Background: an optimization exercise with open tools, aiming at small area. Do not read the settings as production practice.
In this exercise RTL edits were held to simulation tests only and were not proved equivalent to the original.

==> trial 65 <==
## m95m02_seq
module m95m02_seq (
    input  wire        clk,
    input  wire        rst,           
    input  wire        cmd_valid,
    output wire        cmd_ready,
    input  wire [3:0]  cmd_op,
    input  wire [31:0] cmd_addr,
    input  wire [31:0] cmd_len,
    input  wire [7:0]  cmd_data,
    output reg         rsp_valid,
    output wire [31:0] rsp_count,
    output wire [7:0]  rsp_data,
    output wire        rsp_flag,
    output wire [2:0]  rsp_err,
    output wire [31:0] buf_idx,
    output wire        buf_we,
    output wire [7:0]  buf_wdata,
    input  wire [7:0]  buf_rdata,
    output wire        t_init,
    output wire        t_req,
    output reg  [7:0]  t_out,
    input  wire        t_ack,
    input  wire [7:0]  t_in,
    input  wire        t_fail,
    output wire        frame_active,
    input  wire [2:0]  reg_addr,
    output reg  [31:0] reg_rdata
);
Settings: LEC_CHECK=0, ABC_AREA=1, CAP_MARGIN=20, CORE_MARGIN=2, CORE_UTILIZATION=40, SLEW_MARGIN=20; clock period 8.0 ns.
standard.sh (not shown) runs the stock make flow with config.mk's settings and CLKGATE_MAP_FILE= SYNTH_SCRIPT=/design/flow/synth_recipe.tcl, a recipe that flattens the netlist after the stock synthesis.
==> flow/flow/run.sh <==
#!/bin/bash
# Own layout flow: the standard flow with these changes.
#  1. Synthesis is the standard flow's synthesis script with a stronger area-oriented ABC
#     script (flow/area.abc) for the combinational logic; registers, their
#     names and cell types are as in the standard synthesis.
#  2. Ports are buffered with the smallest buffer (buf_1) instead of the
#     default clkdlybuf4s50_1.
#  3. Clock tree built from smaller clock buffers, without dummy loads.
#  4. Synthesis leaves adders to ABC (no ADDER_MAP_FILE half/full-adder cells).
# Each tool's full output goes to a log file in this folder.
set -euo pipefail
W=$PWD
F=$W/flow

sed "s#^source \$::env(SCRIPTS_DIR)/synth_preamble.tcl#&\nset abc_args [lreplace \$abc_args 1 1 $F/area.abc]#" \
    "$FLOW_HOME/scripts/synth.tcl" > "$W/own_synth_core.tcl"
grep -q "$F/area.abc" "$W/own_synth_core.tcl"
sed "s#\$::env(SCRIPTS_DIR)/synth.tcl#$W/own_synth_core.tcl#" "$W/synth_recipe.tcl" > "$W/own_synth.tcl"
grep -q own_synth_core "$W/own_synth.tcl"

bash standard.sh SYNTH_SCRIPT="$W/own_synth.tcl" ADDER_MAP_FILE= synth > "$W/synth.log" 2>&1
bash standard.sh \
    "BUFFER_PORTS_ARGS=-buffer_cell sky130_fd_sc_hd__buf_1" \
    "CTS_ARGS=-sink_clustering_enable -repair_clock_nets -dont_use_dummy_load -buf_list sky130_fd_sc_hd__clkbuf_4 -root_buf sky130_fd_sc_hd__clkbuf_8" \
    finish > "$W/layout.log" 2>&1
test -s "$W/out/final.def"
==> flow/flow/area.abc <==
&get -n
&st
&deepsyn -T 60 -S 1 -t
&dch -f
&nf -p -R 1000
&put
==> inputs of build 59, as changes to trial 65 <==
--- a/flow/design.v
+++ b/flow/design.v
@@ -96,25 +96,18 @@
     wire in_tinit = (phase == PH_TINIT);
     wire in_data  = (phase == PH_DATA);
     wire in_frame = phase[2] | phase[1];    
     assign frame_active = in_frame;
     assign t_req  = in_frame;
     assign t_init = in_tinit;
     wire x_ok   = in_frame && t_ack && !t_fail;
     wire x_fail = in_frame && t_ack && t_fail;
-    wire [32:0] icy;
-    wire [31:0] idx_p;
-    assign icy[0] = in_data;
-    genvar gi;
-    generate for (gi = 0; gi < 32; gi = gi + 1) begin : g_inc
-        assign idx_p[gi]  = idx[gi] ^ icy[gi];
-        assign icy[gi+1] = idx[gi] & icy[gi];
-    end endgenerate
-    wire        at_end = ~|(idx_p ^ l_len);
+    wire [31:0] idx_p = idx + {31'd0, in_data};
+    wire        at_end = (idx_p == l_len);
     always @(*) begin
         case (phase)
             PH_OPC:  t_out = l_wop;
             PH_AHI:  t_out = {6'd0, faddr[17:16]};
             PH_AMID: t_out = faddr[15:8];
             PH_ALO:  t_out = faddr[7:0];
             default: t_out = l_src_buf   ? buf_rdata :
                              l_src_ldata ? l_data :
==> flow/flow/run.sh (replaced) <==
#!/bin/bash
# Own layout flow: the standard flow with these changes.
#  1. Synthesis is the standard flow's synthesis script with a stronger area-oriented ABC
#     script (flow/area.abc) for the combinational logic; registers, their
#     names and cell types are as in the standard synthesis.
#  2. Ports are buffered with the smallest buffer (buf_1) instead of the
#     default clkdlybuf4s50_1.
#  3. Clock tree built from smaller clock buffers, without dummy loads.
# Each tool's full output goes to a log file in this folder.
set -euo pipefail
W=$PWD
F=$W/flow

sed "s#^source \$::env(SCRIPTS_DIR)/synth_preamble.tcl#&\nset abc_args [lreplace \$abc_args 1 1 $F/area.abc]#" \
    "$FLOW_HOME/scripts/synth.tcl" > "$W/own_synth_core.tcl"
grep -q "$F/area.abc" "$W/own_synth_core.tcl"
sed "s#\$::env(SCRIPTS_DIR)/synth.tcl#$W/own_synth_core.tcl#" "$W/synth_recipe.tcl" > "$W/own_synth.tcl"
grep -q own_synth_core "$W/own_synth.tcl"

bash standard.sh SYNTH_SCRIPT="$W/own_synth.tcl" synth > "$W/synth.log" 2>&1
bash standard.sh \
    "BUFFER_PORTS_ARGS=-buffer_cell sky130_fd_sc_hd__buf_1" \
    "CTS_ARGS=-sink_clustering_enable -repair_clock_nets -dont_use_dummy_load -buf_list sky130_fd_sc_hd__clkbuf_4 -root_buf sky130_fd_sc_hd__clkbuf_8" \
    finish > "$W/layout.log" 2>&1
test -s "$W/out/final.def"
==> flow/flow/area.abc (replaced) <==
&get -n
&st
&deepsyn -T 60
&dch -f
&nf -p -R 1000
&put
==> notes <==
In trial 65 the global-route usage is lower than in build 59, by 0.84 points. Register-to-register slack: trial 65 is worse than build 59 (1.6 ns). In trial 65 the hold slack is lower than in build 59, by 0.0037 ns. Between trial 65 and build 59, the lower clock skew is in build 59 (gap 0.025 ns). Between build 59 and trial 65, the lower via count is in trial 65 (gap 1.8%, measured against trial 65). Against build 59, the design area of trial 65 is smaller by 3.3%. Between build 59 and trial 65, the lower area after synthesis is in trial 65 (gap 4.2%, measured against trial 65). Between trial 65 and build 59, the lower core utilization is in build 59 (gap 0.43 points).

-- afterwards: timing with drivers on the ports --
How much do the figures lean on ideal ports? The routed layouts below were timed once more, with nothing changed but the port constraints.
Step 1: set_driving_cell puts a clkbuf_16 on clk and a buf_2 on each other input, an assumption about the parent block.
Step 2 adds t to the input delays and takes it off the output delays; t is the mean of the earliest and latest rising clock arrival at the registers after step 1. Input paths then give back, and output paths get back, about the clock's delay inside the block.
Slacks: no drivers / after step 1 / after step 2; pairs: no drivers / after step 1.
run	t, ns	setup WS [ns]	worst hold slack (ns)	slew at the worst register clock pin (ns)
trial 65	0.425	1.246 / 1.246 / 1.246	0.515 / 0.515 / 0.515	0.12 / 0.12
build 59	0.418	2.548 / 2.565 / 2.147	0.519 / 0.519 / 0.519	0.10 / 0.10
After both steps every run listed still meets setup and hold. The setup slack of build 59, which loses most, moves by +0.017 ns with the drivers and by -0.401 ns with both steps.
